From an optimization exercise on the open Yosys and OpenROAD flow, aimed at small area; shortcuts taken in it are not production practice.
At most, simulation tests tie the RTL to the original design; equivalence was not proved.
The flow treats the clock pin as an ideal source. Dropping or thinning the clock tree relies on that and would not hold on a real chip.
Power is estimated from default activity; no workload was simulated.

==> flow/design.v (excerpt) <==
module fs32 (
    input  wire        clk,
    input  wire        rst,
    input  wire        req_valid,
    output wire        req_ready,
    input  wire [15:0] req_cmd,
    input  wire [31:0] req_value,
    input  wire [7:0]  req_dist,
    output wire        rsp_valid,
    input  wire        rsp_ready,
    output wire [31:0] rsp_value,
    output wire [1:0]  rsp_err
);
For scale: roughly 240 cells after synthesis, about 38 flip-flops, roughly 96 I/O pins, about 2100 um^2 of cells after synthesis.
Settings: LEC_CHECK=0, ABC_AREA=1, CAP_MARGIN=20, CORE_MARGIN=2, CORE_UTILIZATION=40, SLEW_MARGIN=20; clock period 4.0 ns.
standard.sh (not shown) runs the stock make flow with config.mk's settings and CLKGATE_MAP_FILE= SYNTH_SCRIPT=/design/flow/synth_recipe.tcl, a recipe that flattens the netlist after the stock synthesis.
==> flow/flow/run.sh <==
#!/bin/bash
set -e
export BUFFER_PORTS_ARGS="-buffer_cell sky130_fd_sc_hd__buf_1"
bash standard.sh > standard_run.log 2>&1
Rerun with:
==> flow/flow/run.sh (replaced) <==
#!/bin/bash
set -e
export BUFFER_PORTS_ARGS="-buffer_cell sky130_fd_sc_hd__buf_1"
export CTS_ARGS="-sink_clustering_enable -repair_clock_nets -dont_use_dummy_load -sink_clustering_size 50 -sink_clustering_max_diameter 300"
bash standard.sh > standard_run.log 2>&1
--- a/flow/config.mk
+++ b/flow/config.mk
@@ -6,5 +6,5 @@
 export NUM_CORES = 4
 export LEC_CHECK = 0
-export ABC_AREA = 1
+export ABC_CLOCK_PERIOD_IN_PS = 20000
 export CAP_MARGIN = 20
 export CORE_MARGIN = 2
Via count shrinks by about 20%. Cell count shrinks by about 30%. Utilization shrinks by 0.17 points. Routed wire length shrinks by 8.0%. Setup slack is worse by 0.25 ns. Maximum frequency shrinks by about 8%. Die area shrinks by 9.9%.
Function was not checked in any run of this note: the RTL went through the layout flow alone.

---

v35:
The RTL this note starts from:
==> flow/design.v <==
module fs32 (
    input  wire        clk,
    input  wire        rst,
    input  wire        req_valid,
    output wire        req_ready,
    input  wire [15:0] req_cmd,
    input  wire [31:0] req_value,
    input  wire [7:0]  req_dist,
    output wire        rsp_valid,
    input  wire        rsp_ready,
    output wire [31:0] rsp_value,
    output wire [1:0]  rsp_err
);
    reg        resp;    
    reg [4:0]  c;       
    reg [31:0] w;       
    wire [5:0] cmd_rsv  = req_cmd[15:10];
    wire       cmd_src  = req_cmd[9];
    wire       cmd_dir  = req_cmd[8];
    wire [7:0] cmd_dist = req_cmd[7:0];
    wire illegal = (cmd_rsv != 6'd0) || (cmd_src && (cmd_dist != 8'd0));
    wire [7:0] d = cmd_dist | (req_dist & {8{cmd_src}});
    wire [4:0] ld = {5{~cmd_dir}};
    wire [5:0] sum = {1'b0, c} + {1'b0, d[4:0] ^ ld} + {5'd0, ~cmd_dir};
    wire       inr = sum[5] ^ cmd_dir;
    wire bit_in = req_value[sum[4:0]] & inr & (d[7:5] == 3'd0) & ~illegal;
    wire last = &c;
    wire run  = req_valid & ~resp & ~rst;
    wire [4:0] inc = c + 5'd1;
    always @(posedge clk) begin
        if (!resp)
            w <= {bit_in, w[31:1]};
    end
    always @(posedge clk) begin
        resp    <= ~rst & (resp ? ~rsp_ready : (req_valid & last));
        c[4:1]  <= run ? inc[4:1] : 4'd0;
        c[0]    <= run ? (last ? illegal : ~c[0])
                       : (resp & ~rsp_ready & ~rst & c[0]);
    end
    assign req_ready = ~resp & last;
    assign rsp_valid = resp;
    assign rsp_value = w;
    assign rsp_err   = {1'b0, c[0]};
endmodule
Settings: LEC_CHECK=0, CAP_MARGIN=20, CORE_MARGIN=2, CORE_UTILIZATION=40, GPL_TIMING_DRIVEN=0, SLEW_MARGIN=20; clock period 4.0 ns.
==> flow/flow/run.sh <==
#!/bin/bash
# The standard layout (standard.sh) with these changes:
#  - synthesis maps the logic with an area-oriented ABC script
#    (flow/abc_area.script) and leaves adders to ABC instead of mapping them
#    to adder cells first; registers are mapped exactly as in the standard
#    synthesis (that happens before ABC);
#  - the port buffers are buf_1, the smallest buffer;
#  - CTS inserts no dummy loads, and flow/clock_tree.tcl then drives the
#    leaf clock buffers from the clock port and sizes them down.
# Each tool's output is in the ORFS logs under orfs/logs; make's output is
# in standard_run.log.
set -e
W=$PWD
rm -rf "$W/scripts_local"
cp -r "$FLOW_HOME/scripts" "$W/scripts_local"
cp "$W/flow/abc_area.script" "$W/scripts_local/abc_speed.script"
export SCRIPTS_DIR=$W/scripts_local
export ADDER_MAP_FILE=
export BUFFER_PORTS_ARGS="-buffer_cell sky130_fd_sc_hd__buf_1"
export CTS_ARGS="-sink_clustering_enable -repair_clock_nets -dont_use_dummy_load"
export POST_CTS_TCL=$W/flow/clock_tree.tcl
bash standard.sh > standard_run.log 2>&1
Other scripts of this flow, unchanged in this note and not shown: flow/flow/abc_area.script, flow/flow/clock_tree.tcl
Input-level comparison between v2 and v35:
-- flow/config.mk --
<<< v35, line 10
export CORE_UTILIZATION = 40
export GPL_TIMING_DRIVEN = 0
export SLEW_MARGIN = 20
>>> v2, line 10
export CORE_UTILIZATION = 40
export SLEW_MARGIN = 20
## What came out
Comparing the two runs side by side, v2 comes out ahead of v35 on design area.
Summary of v2 over v35: total area of multi-input combinational cells went down, number of clock buffers in the layout did not really move, fraction of the cycle the final worst path needs went down, worst hold slack did not really move.
v2: fmax 27 MHz above v35
Looking at setup slack after layout, v2 sits 320 ps above v35.
Going from v35 to v2, the global-route wire length before repair was found to have gone up by about 7%.
Total power in v2 is about 0.3% higher than in v35
Here is what was changed in the inputs of v8 compared with v2.
-- flow/config.mk --
<<< v2, line 7
export LEC_CHECK = 0
export CAP_MARGIN = 20
export CORE_MARGIN = 2
export CORE_UTILIZATION = 40
export SLEW_MARGIN = 20
>>> v8, line 7
export LEC_CHECK = 0
export CAP_MARGIN = 0
export CORE_MARGIN = 2
export CORE_UTILIZATION = 40
export SLEW_MARGIN = 0
## What came out
In summary, v8 completed successfully, with a layout that passed the timing, DRC and antenna checks. Diff v2 -> v8: xor-xnor portion of the synthesized cell area comparable, clock buffer count in the final layout did not really move. [compare] base=v2 new=v8: ratio of total power to cell area now sits at about the same level, area after synthesis neither gained nor lost much, number of endpoints with negative hold slack in the final report flat, synthesized-area fraction occupied by and/or/nand/nor cells roughly the same, final wirelength flat. Reported for v8 and v2, worst path setup slack after routing turned out identical to the last digit. v8 -> v2: CTS sink count delta 0, exact match.

---

red:
Another version of the RTL of fs32 (not shown whole).
For scale: about 95 cells after synthesis, about 96 I/O pins, about 1700 sq um of cells after synthesis.
clock: 4.0 ns
lec_check: 0
cap_margin: 0
core_margin: 2
core_utilization: 50
gpl_timing_driven: 0
slew_margin: 0
==> flow/flow/run.sh <==
#!/bin/bash
# The standard layout (standard.sh) with these changes:
#  - synthesis maps the logic with an area-oriented ABC script
#    (flow/abc_area.script); registers are mapped exactly as in the
#    standard synthesis (that happens before ABC);
#  - the port buffers are buf_1, the smallest buffer; placement is not
#    timing-driven (the design has ample slack), and synthesis's buffers
#    are removed before it (flow/pre_place.tcl);
#  - CTS inserts no dummy loads, and flow/clock_tree.tcl then drives the
#    leaf clock buffers from the clock port and sizes them down.
# Each tool's output is in the ORFS logs under orfs/logs; make's output is
# in standard_run.log.
set -e
W=$PWD
rm -rf "$W/scripts_local"
cp -r "$FLOW_HOME/scripts" "$W/scripts_local"
cp "$W/flow/abc_area.script" "$W/scripts_local/abc_speed.script"
export SCRIPTS_DIR=$W/scripts_local
export BUFFER_PORTS_ARGS="-buffer_cell sky130_fd_sc_hd__buf_1"
export CTS_ARGS="-sink_clustering_enable -repair_clock_nets -dont_use_dummy_load"
export POST_CTS_TCL=$W/flow/clock_tree.tcl
export PRE_GLOBAL_PLACE_TCL=$W/flow/pre_place.tcl
bash standard.sh > standard_run.log 2>&1
Other scripts of this flow, unchanged in this note and not shown: flow/flow/abc_area.script, flow/flow/clock_tree.tcl, flow/flow/pre_place.tcl
red: no failed stages, no open violations at the end
Input-level comparison between blue and red:
# red
export LEC_CHECK = 0
export CAP_MARGIN = 0
export CORE_MARGIN = 2
export CORE_UTILIZATION = 50
export GPL_TIMING_DRIVEN = 0
export SLEW_MARGIN = 0
create_clock -name core_clock -period 4.0 [get_ports {clk}]
# blue
export LEC_CHECK = 0
export CAP_MARGIN = 0
export CORE_MARGIN = 2
export CORE_UTILIZATION = 40
export GPL_TIMING_DRIVEN = 0
export SLEW_MARGIN = 0
create_clock -name core_clock -period 4.0 [get_ports {clk}]
==> comparison <==
- Compared with red, blue shows a higher core area.
- Looking at weighted congestion reported at the end of routability-driven placement, blue sits 9.3% higher than red does.
- The via count of blue exceeds that of red by about 0.9%.
- Taking red as the reference, in blue sequential cell count level; global-route met2 utilization lost 2.1 points; global router's overall resource usage has decreased; combinational share of power shows no meaningful change; cell area rose by 0.36%.
- red has a lower worst setup slack than blue.
- Of red and blue, red shows the lower final cell count, with blue above it.
- Min part of the total power dissipated in the clock network across red and blue: red

---

RTL: one of the versions met above, not the one the previous note started from.
For scale: ~240 cells after synthesis, about 96 I/O pins, ~2100 um^2 of cells after synthesis.
export LEC_CHECK = 0
export ABC_AREA = 1
export CAP_MARGIN = 20
export CORE_MARGIN = 2
export CORE_UTILIZATION = 40
export SLEW_MARGIN = 20
create_clock -name core_clock -period 4.0 [get_ports {clk}]
==> flow/flow/run.sh <==
#!/bin/bash
set -e
export BUFFER_PORTS_ARGS="-buffer_cell sky130_fd_sc_hd__buf_1"
export CTS_ARGS="-sink_clustering_enable -repair_clock_nets -dont_use_dummy_load"
bash standard.sh > standard_run.log 2>&1
Rerun with:
--- a/flow/config.mk
+++ b/flow/config.mk
@@ -8 +8 @@
-export ABC_AREA = 1
+export ABC_CLOCK_PERIOD_IN_PS = 20000
Die area went down by 9.9%.
Critical path depth is lower by 7.
Worst setup slack degrades by 240 ps.
Wire length decreases by 7.9%.
Cell count fell by 29%.
No run of this note included a check of the RTL's function; only the layout flow was run.

## port drivers added, routing unchanged
The flow's constraints put no driver on any port. The routed layouts listed below were extracted and timed again, unchanged, in two steps. Step 1 sets driving cells, clkbuf_16 on the clock port and buf_2 on the other inputs (assumed; they add their load-dependent delay and slew). Step 2 moves the port delays by t, midway between the first and last clock arrival at a register: inputs arrive t later, outputs are due t later. That takes back most of the time a late clock gives input paths. Slacks: no drivers / after step 1 / after step 2; pairs: no drivers / after step 1.
| run | shift t [ns] | setup slack, ns | latest minus earliest clock arrival (ns) |
|---|---|---|---|
| the first run of note 1 | 0.304 | 0.940 / 0.940 / 0.636 | 0.006 / 0.006 |
| the second run of note 1 | 0.299 | 0.686 / 0.690 / 0.391 | 0.014 / 0.014 |
| v35 | 0.198 | 0.382 / 0.402 / 0.205 | 0.009 / 0.009 |
| v2 | 0.196 | 0.705 / 0.725 / 0.529 | 0.010 / 0.010 |
| v8 | 0.196 | 0.705 / 0.725 / 0.529 | 0.010 / 0.010 |
| red | 0.193 | 0.169 / 0.180 / -0.013 | 0.022 / 0.022 |
| blue | 0.186 | 0.200 / 0.209 / 0.023 | 0.033 / 0.032 |
| the first run of note 4 | 0.298 | 0.930 / 0.930 / 0.631 | 0.011 / 0.011 |
| the second run of note 4 | 0.299 | 0.686 / 0.690 / 0.391 | 0.014 / 0.014 |
Met with ideal ports but missed after step 2: setup timing in red. For the first run of note 1, which loses most, drivers alone change the setup slack by 0.000 ns; drivers and shift together by -0.304 ns.
